This design comes from an exercise in tuning for a short achievable clock period and few clock cycles per item on the open sky130 flow, not from production work.
Where RTL was checked, it was by simulation tests only, not by an equivalence proof against the original.
Power is estimated from default activity; no workload was simulated.

## main
Design tms1100_core, start of the top module:
module tms1100_core (
    input  wire        clk,
    input  wire        rst,         
    output wire [10:0] rom_addr,    
    input  wire [7:0]  rom_data,    
    input  wire [3:0]  k_in,        
    output wire [4:0]  o_out,       
    output wire [10:0] r_out,       
    output wire        retire       
);
    reg        rst_q;
    reg [10:0] fa;           
    reg [10:0] fa_alt;       
    reg        dv;           
    reg [1:0]  x;
    reg [3:0]  y;
    reg [7:0]  ir;
    reg        ev;           
    reg        e_stype;      
    reg        e_sflag;      
    reg        pend;         
    reg [3:0]  mreg;         
    reg [5:0]  e_addr;       
    reg [3:0]  a;
    reg        s;
    reg        sl;
    reg [4:0]  o;
    reg [10:0] r;
    reg [3:0]  ram [0:63];
    reg [3:0]  pa, pb;
    reg [5:0]  pc;
    reg [5:0]  sr;
    reg        cl;
    reg        ca, cb, cs;
    assign rom_addr = fa;
    assign o_out    = o;
    assign r_out    = r;
    assign retire   = ev;
    function [3:0] inc4(input [3:0] v);
        inc4 = {v[3] ^ (v[2] & v[1] & v[0]), v[2] ^ (v[1] & v[0]), v[1] ^ v[0], ~v[0]};
    endfunction
    function [3:0] dec4(input [3:0] v);
        dec4 = {v[3] ^ ~(v[2] | v[1] | v[0]), v[2] ^ ~(v[1] | v[0]), v[1] ^ ~v[0], ~v[0]};
    endfunction
    wire [7:0] op   = ir;
    wire [3:0] c4   = {op[0], op[1], op[2], op[3]};    
    wire [1:0] bidx = {op[0], op[1]};                  
    wire [3:0] m    = mreg;
    reg [3:0]  a_n;
    reg        s_n, sl_n;
    reg [4:0]  o_n;
    reg [10:0] r_n;
    reg        ram_we;
    reg [3:0]  ram_wd;
    reg [4:0]  sum;
    always @(*) begin
        a_n    = a;
        s_n    = 1'b1;
        sl_n   = sl;
        o_n    = o;
  ...
clock: 6.0 ns
lec_check: 0
abc_clock_period_in_ps: 2000
cap_margin: 20
core_margin: 2
core_utilization: 40
setup_slack_margin: 4.0
slew_margin: 20
run.sh (not shown) runs the stock make flow with config.mk's settings and CLKGATE_MAP_FILE= SYNTH_SCRIPT=/design/flow/synth_recipe.tcl, a recipe that flattens the netlist after the stock synthesis.
diff inputs: main => the feature branch
--- a/flow/config.mk
+++ b/flow/config.mk
@@ -7,3 +7,3 @@
 export LEC_CHECK = 0
-export ABC_CLOCK_PERIOD_IN_PS = 2000
+export ABC_CLOCK_PERIOD_IN_PS = 2500
 export CAP_MARGIN = 20
@@ -11,3 +11,3 @@
 export CORE_UTILIZATION = 40
-export SETUP_SLACK_MARGIN = 4.0
+export SETUP_SLACK_MARGIN = 3.5
 export SLEW_MARGIN = 20
==> summary.txt <==
Compared with main, in the feature branch wire length of the first global-routing pass lower, final weighted congestion of routability-driven global placement higher, layout buffer count excluding clock buffers lower.
No run of this note included a check of the RTL's function; only the layout flow was run.

== JK ==
Another version of the RTL of tms1100_core (not shown whole).
Size: roughly 2300 cells after synthesis, roughly 510 flip-flops, about 42 I/O pins, roughly 21000 um2 of cells after synthesis.
export LEC_CHECK = 0
export CAP_MARGIN = 20
export CORE_MARGIN = 2
export CORE_UTILIZATION = 40
export PLACE_DENSITY = 0.75
export SETUP_SLACK_MARGIN = 4.5
export SLEW_MARGIN = 20
create_clock -name core_clock -period 6.0 [get_ports {clk}]
Testbench counts of JK, summed over its fixed seeds: cycles 70,922, instructions 64,000.
Here is what was changed in the inputs of MS compared with JK.
- a deleted PLACE_DENSITY that had been 0.75
- a change of SETUP_SLACK_MARGIN from 4.5 to 5.0
## What came out
- MS: flow completed, timing, DRC and antenna clean
- JK -> MS: maximum frequency increased by more than 10%
- Looking at clock buffer count in the final layout, MS sits about 5.6% higher than JK does.
- Per the comparison of MS with JK, worst-case vdd ir drop decreased 0.000050 V; global-route usage moved up; sequential share of layout area saw a decrease.
- Compared with JK, in MS routed via count divided by cell count has decreased; total design power has increased.
- JK → MS: combinational logic power has increased, final period utilization has decreased.
- Of JK and MS, MS shows the lower overall routed net length, with JK above it.
- For the number of cells on the worst reg-to-reg path, MS came in 1 higher than JK did.
Modified inputs, AL compared to MS
- SETUP_SLACK_MARGIN changed from 5.0 to 4.5
==> summary.txt <==
Cmp AL vs MS: transition time at the pin with the least slew margin higher in AL
Relative to MS, AL degrades power consumed by the clock network.
Between AL and MS, power share of the combinational group is lower for AL, MS comes in above that.
Compared with MS, AL shows a number of non-clock buffers that is 23% lower.
Sort AL and MS by hold slack, descending, and MS comes first.
Delta (AL minus MS): number of detailed-routing iterations run before antenna repair higher, total power lower, minimum setup slack after placement lower.
Relative to AL, the following input files were edited for TR:
- ABC_CLOCK_PERIOD_IN_PS now 2000, previously not set
- SETUP_SLACK_MARGIN now 4.0, was 4.5
==> comparison <==
Via count in TR is 4.0% lower than in AL
Capturing instance or port of the critical path = y_oh[4]: TR; capturing instance or port of the critical path = y_oh[10]: AL
The top metal layer carrying routed signals comes out met5 in one run and met4 in the other, namely in AL and TR respectively.
Compared with AL, in TR clock tree buffer count of the final layout lost 1; iteration-0 DRC count of the detailed router lost about 15%; global-route usage lost 2.7 points; routed wire length lost 7.2%; met2 wire length lost 1.6 mm.

Another version of the RTL of tms1100_core (not shown whole).
For scale: ~2400 cells after synthesis, ~510 flip-flops, about 42 I/O pins.
Settings: LEC_CHECK=0, ABC_CLOCK_PERIOD_IN_PS=2000, CAP_MARGIN=20, CORE_MARGIN=2, CORE_UTILIZATION=40, SETUP_SLACK_MARGIN=4.0, SLEW_MARGIN=20; clock period 6.0 ns.
The first run went through all stages and came out clean.
Then changed:
- ABC_CLOCK_PERIOD_IN_PS: 2000 -> default
- SETUP_SLACK_MARGIN: 4.0 -> 4.5
The changed run produced a clean layout.
Wire length rises by 7.9%.
Hold slack hardly moves.
Via count rises by 3.4%.
Register-to-register slack is worse by 96 ps.
Utilization rises by 2.8 points.
Critical path depth rises by 2.
Final area rises by 5.0%.
Area after synthesis is unchanged.
Global-route usage rises by 1.1 points.
Clock power falls by 5.6%.
No run of this note included a check of the RTL's function; only the layout flow was run.

Another version of the RTL of tms1100_core (not shown whole).
For scale: roughly 500 flip-flops, roughly 42 I/O pins, about 0.021 mm^2 of cells after synthesis.
## tms1100_core
module tms1100_core (
    input  wire        clk,
    input  wire        rst,         
    output wire [10:0] rom_addr,    
    input  wire [7:0]  rom_data,    
    input  wire [3:0]  k_in,        
    output wire [4:0]  o_out,       
    output wire [10:0] r_out,       
    output wire        retire       
);
make LEC_CHECK=0 CAP_MARGIN=20 CORE_MARGIN=2 CORE_UTILIZATION=40 SETUP_SLACK_MARGIN=4.75 SLEW_MARGIN=20 finish   # period 6.0 ns
Testbench counts at the start, summed over its fixed seeds: cycles 70,922, instructions 64,000.
Rerun with:
--- a/flow/config.mk
+++ b/flow/config.mk
@@ -9,4 +9,4 @@
 export CORE_MARGIN = 2
 export CORE_UTILIZATION = 40
-export SETUP_SLACK_MARGIN = 4.75
+export SETUP_SLACK_MARGIN = 4.25
 export SLEW_MARGIN = 20
Global-route usage falls by 0.61 points.
Maximum frequency is about the same.
Final area drops by 5.6%.
Critical path depth rises by 3.
First-iteration DRC count rises by 3.6%.
Synthesized cell count stays the same.
Worst hold slack hardly moves.
Utilization came out lower by 3.3 points.

==> separate check: timing with driven ports <==
No port has a modelled driver above. Below, the same layouts with a new extraction and two added sets of constraints. Step 1 sets driving cells, clkbuf_16 on the clock port and buf_2 on the other inputs (assumed; they add their load-dependent delay and slew). Step 2 adds t to the input delays and takes it off the output delays; t is the mean of the earliest and latest rising clock arrival at the registers after step 1. Input paths then give back, and output paths get back, about the clock's delay inside the block. a / b / c = ideal / step 1 / step 2; a / b = the first two.
run | shift t [ns] | setup slack, ns | worst hold slack (ns) | worst data-port slew with drivers (ns) | pins driven straight from the clock port
main | 0.608 | 3.505 / 3.505 / 2.985 | 0.459 / 0.459 / 0.459 | 0.06 | 1
the feature branch | 0.611 | 3.435 / 3.435 / 2.938 | 0.366 / 0.366 / 0.366 | 0.04 | 1
JK | 0.647 | 3.255 / 3.255 / 2.829 | 0.326 / 0.326 / 0.326 | 0.06 | 1
MS | 0.670 | 3.570 / 3.583 / 2.913 | 0.326 / 0.326 / 0.326 | 0.14 | 1
AL | 0.652 | 3.656 / 3.640 / 2.988 | 0.321 / 0.321 / 0.321 | 0.13 | 1
TR | 0.661 | 3.628 / 3.631 / 2.971 | 0.324 / 0.324 / 0.324 | 0.11 | 1
the first run of note 3 | 0.662 | 3.655 / 3.625 / 3.019 | 0.326 / 0.326 / 0.326 | 0.06 | 1
the second run of note 3 | 0.657 | 3.574 / 3.574 / 2.948 | 0.323 / 0.323 / 0.323 | 0.06 | 1
the first run of note 4 | 0.674 | 3.644 / 3.584 / 3.085 | 0.327 / 0.327 / 0.327 | 0.07 | 1
the second run of note 4 | 0.676 | 3.643 / 3.633 / 3.025 | 0.330 / 0.330 / 0.330 | 0.19 | 1
After both steps every run listed still meets setup and hold. The setup slack of AL, which loses most, moves by -0.016 ns with the drivers and by -0.668 ns with both steps.
